What follows belongs to an exercise in optimizing a design on an open flow for a short achievable clock period; a production flow would make more cautious choices. At most, simulation tests tie the RTL to the original design; equivalence was not proved. Power is estimated from default activity; no workload was simulated.

==> willow: inputs <==
Design rd_dds, start of the top module:
module rd_dds (
  input  wire        clk,
  input  wire        rst,           
  input  wire [31:0] cmd,
  input  wire        cmd_valid,
  output wire        cmd_ready,
  input  wire        tick,
  input  wire        dial_active,
  input  wire        pulse,
  input  wire        db_release,
  input  wire        sf_inhibit,
  input  wire [1:0]  map_policy,
  output wire [7:0]  sample,
  output wire        out_en,
  output wire        busy,
  output wire [4:0]  digit,
  output wire        digit_valid,
  output wire        sf_arm,
  output wire        sf_cancel
);
clock: 7.0 ns
lec_check: 0
abc_clock_period_in_ps: 1500
cap_margin: 20
core_margin: 2
core_utilization: 30
place_density: 0.5
setup_slack_margin: 4.6
slew_margin: 20
run.sh (not shown) runs the stock make flow with config.mk's settings and CLKGATE_MAP_FILE= SYNTH_SCRIPT=/design/flow/synth_recipe.tcl, a recipe that flattens the netlist after the stock synthesis.
==> onyx (differences from willow) <==
==> flow/config.mk (replaced) <==
export PLATFORM = sky130hd
export DESIGN_NAME = rd_dds
export DESIGN_NICKNAME = rd_dds
export VERILOG_FILES = /design/flow/design.v
export SDC_FILE = /design/flow/constraint.sdc
export NUM_CORES = 4
export LEC_CHECK = 0
export ABC_CLOCK_PERIOD_IN_PS = 1500
export CAP_MARGIN = 20
export CORE_MARGIN = 2
export CORE_UTILIZATION = 45
export PLACE_DENSITY = 0.65
export SETUP_SLACK_MARGIN = 4.5
export SLEW_MARGIN = 20
==> fjord (differences from willow) <==
--- a/flow/design.v
+++ b/flow/design.v
@@ -118,12 +118,13 @@
   reg [9:0]     k1b, k2b, k3b;
   reg [5:0]     dur6;            
   reg [1:0]     tune_q;          
   reg [9:0]     pa, pb;          
   reg [9:0]     na, nb;          
   reg [9:0]     na2, nb2;        
+  reg [9:0]     na2c, nb2c;      
   reg [6:0]     ra, rb;          
   reg [7:0]     st_a, st_b;      
   reg           st_b_nz;
   reg [7:0]     nxt_a1, nxt_a2;  
   reg [1:0]     more;            
   reg [3:0]     lo;              
@@ -361,43 +362,51 @@
   end
   wire [6:0] amp_a2, amp_b2;
   rd_dds_sine   u_sine_a (.idx(na2[9:3]), .amp(amp_a2));
   rd_dds_sine34 u_sine_b (.idx(nb2[9:3]), .amp(amp_b2));
   wire [9:0] pa_k2 = pa + k2a, pa_k3 = pa + k3a;
   wire [9:0] pb_k2 = pb + k2b, pb_k3 = pb + k3b;
-  wire [9:0] na2_n = na2 + {2'b00, (chg2 ? nxt_a1 : st_a)};
-  wire [9:0] nb2_n = nb2 + {2'b00, st_b};
+  wire [9:0] na2_n;
+  wire [9:0] nb2_n;
+  assign na2_n = na2c + {2'b00, (chg2 ? nxt_a1 : st_a)};
+  assign nb2_n = nb2c + {2'b00, st_b};
   reg       ahead;
   reg [7:0] pend;
+  wire      shift = !fresh && tick && !ahead;
+  always @(posedge clk) begin
+    na2  <= fresh ? pa_k3 : shift ? na2_n : na2c;
+    na2c <= fresh ? pa_k3 : shift ? na2_n : na2;
+    nb2  <= fresh ? pb_k3 : shift ? nb2_n : nb2c;
+    nb2c <= fresh ? pb_k3 : shift ? nb2_n : nb2;
+  end
   always @(posedge clk) begin
     if (fresh) begin
       na    <= pa_k2;
-      na2   <= pa_k3;
       ra    <= sa_cr2;
       nb    <= pb_k2;
-      nb2   <= pb_k3;
       rb    <= sb_cr2;
       pend  <= s_first;
       ahead <= !tick;
     end else if (tick) begin
       if (!ahead) begin
-        na  <= na2;
-        na2 <= na2_n;
+        na  <= na2c;
         ra  <= amp_a2;
-        nb  <= nb2;
-        nb2 <= nb2_n;
+        nb  <= nb2c;
         rb  <= st_b_nz ? amp_b2 : 7'd0;
       end
       ahead <= 1'b0;
     end
   end
   reg  [7:0] sample_q;
+  reg        busy_s;
   wire [7:0] sample_n = fresh ? s_first : ahead ? pend : ({1'b0, ra} + {1'b0, rb});
   always @(posedge clk) begin
-    sample_q <= do_tick ? sample_n : sample;
-    sample   <= do_tick ? sample_n : sample_q;
+    busy_s   <= rst ? 1'b0 : (busy_s ? !(tick && last_fin) : start);
+    if (do_tick)
+      sample_q <= sample_n;
+    sample   <= (tick && busy_s) ? sample_n : sample_q;
   end
 endmodule
 module rd_dds_decoder (
   input  wire       clk,
   input  wire       rst,
   input  wire       dial_active,
==> flow/config.mk (replaced) <==
export PLATFORM = sky130hd
export DESIGN_NAME = rd_dds
export DESIGN_NICKNAME = rd_dds
export VERILOG_FILES = /design/flow/design.v
export SDC_FILE = /design/flow/constraint.sdc
export NUM_CORES = 4
export LEC_CHECK = 0
export ABC_CLOCK_PERIOD_IN_PS = 1500
export CAP_MARGIN = 20
export CORE_MARGIN = 2
export CORE_UTILIZATION = 35
export PLACE_DENSITY = 0.55
export SETUP_SLACK_MARGIN = 4.5
export SLEW_MARGIN = 20
==> comparison table <==
| metric | onyx | fjord | willow |
|---|---|---|---|
| Combinational power | 1.51 mW | 1.37 mW | 1.66 mW |
| Standby leakage power | 24.4 nW | 24.9 nW | 26.2 nW |
| HP Start | u_engine.qa[2] | u_engine.qa[3] | u_engine.qb[0] |
| Switching share of power | 25.9% | 25.4% | 26.0% |
| Flops & latches, synth | 894 | 915 | 894 |
| Placed cell areas | 55800 µm² | 57000 µm² | 56900 µm² |
| Finished Layout Cells | 7962 | 8499 | 8922 |
| Clock period minus final worst setup slack | 2.62 ns | 2.65 ns | 2.66 ns |
| Sequential cell area | 21100 µm² | 21400 µm² | 21100 µm² |
| Area share of fa/ha/maj cells after synthesis | 7.73% | 7.62% | 7.73% |
| # clock sinks | 894 | 915 | 894 |
| Violation count after the first detailed-routing iteration | 6899 | 6667 | 6614 |
| Clock latency on the worst-skew pair | 0.69 ns | 0.72 ns | 0.74 ns |
| Run status | timing/DRC/antenna clean | timing/DRC/antenna clean | timing/DRC/antenna clean |
| Capture instance of the worst register-to-register path | u_engine.rb[5] | u_engine.cra[35] | u_engine.ra[3] |
| Internal power | 9.08 mW | 9.51 mW | 9.45 mW |
| Total power | 12.3 mW | 12.8 mW | 12.8 mW |
| Crit path setup slack, layout | 4.38 ns | 4.35 ns | 4.34 ns |
| Met3 capacity usage during global routing | 4.12% | 3.06% | 2.27% |
| Number of vias in the routed layout | 51200 | 51700 | 52300 |
| Sequential portion of the cell area | 32.9% | 32.5% | 30.7% |
| Met2 Resource Use GR | 48.2% | 39.2% | 36.3% |
| Core footprint | 119000 µm² | 156000 µm² | 179000 µm² |
| Drt pass-1 iters | 14 | 8 | 9 |
No functional check of the RTL was part of fjord.

what the ideal ports hide:
How much do the figures lean on ideal ports? The routed layouts below were timed once more, with nothing changed but the port constraints. Step 1 sets driving cells, clkbuf_16 on the clock port and buf_2 on the other inputs (assumed; they add their load-dependent delay and slew). Step 2, shift: input delay + t, output delay - t, t = (earliest + latest rising clock arrival at the registers) / 2. This alone moves slack from input paths to output paths. Three values: ideal, step 1, step 2; two values: the first two.
run	t (ns)	setup WS [ns]	clock arrival spread, ns
willow	0.806	4.342 / 4.252 / 3.624	0.043 / 0.042
onyx	0.755	4.376 / 4.374 / 3.632	0.033 / 0.032
fjord	0.774	4.346 / 4.329 / 3.714	0.036 / 0.035
After both steps every run listed still meets setup and hold. The setup slack of onyx, which loses most, moves by -0.002 ns with the drivers and by -0.744 ns with both steps.
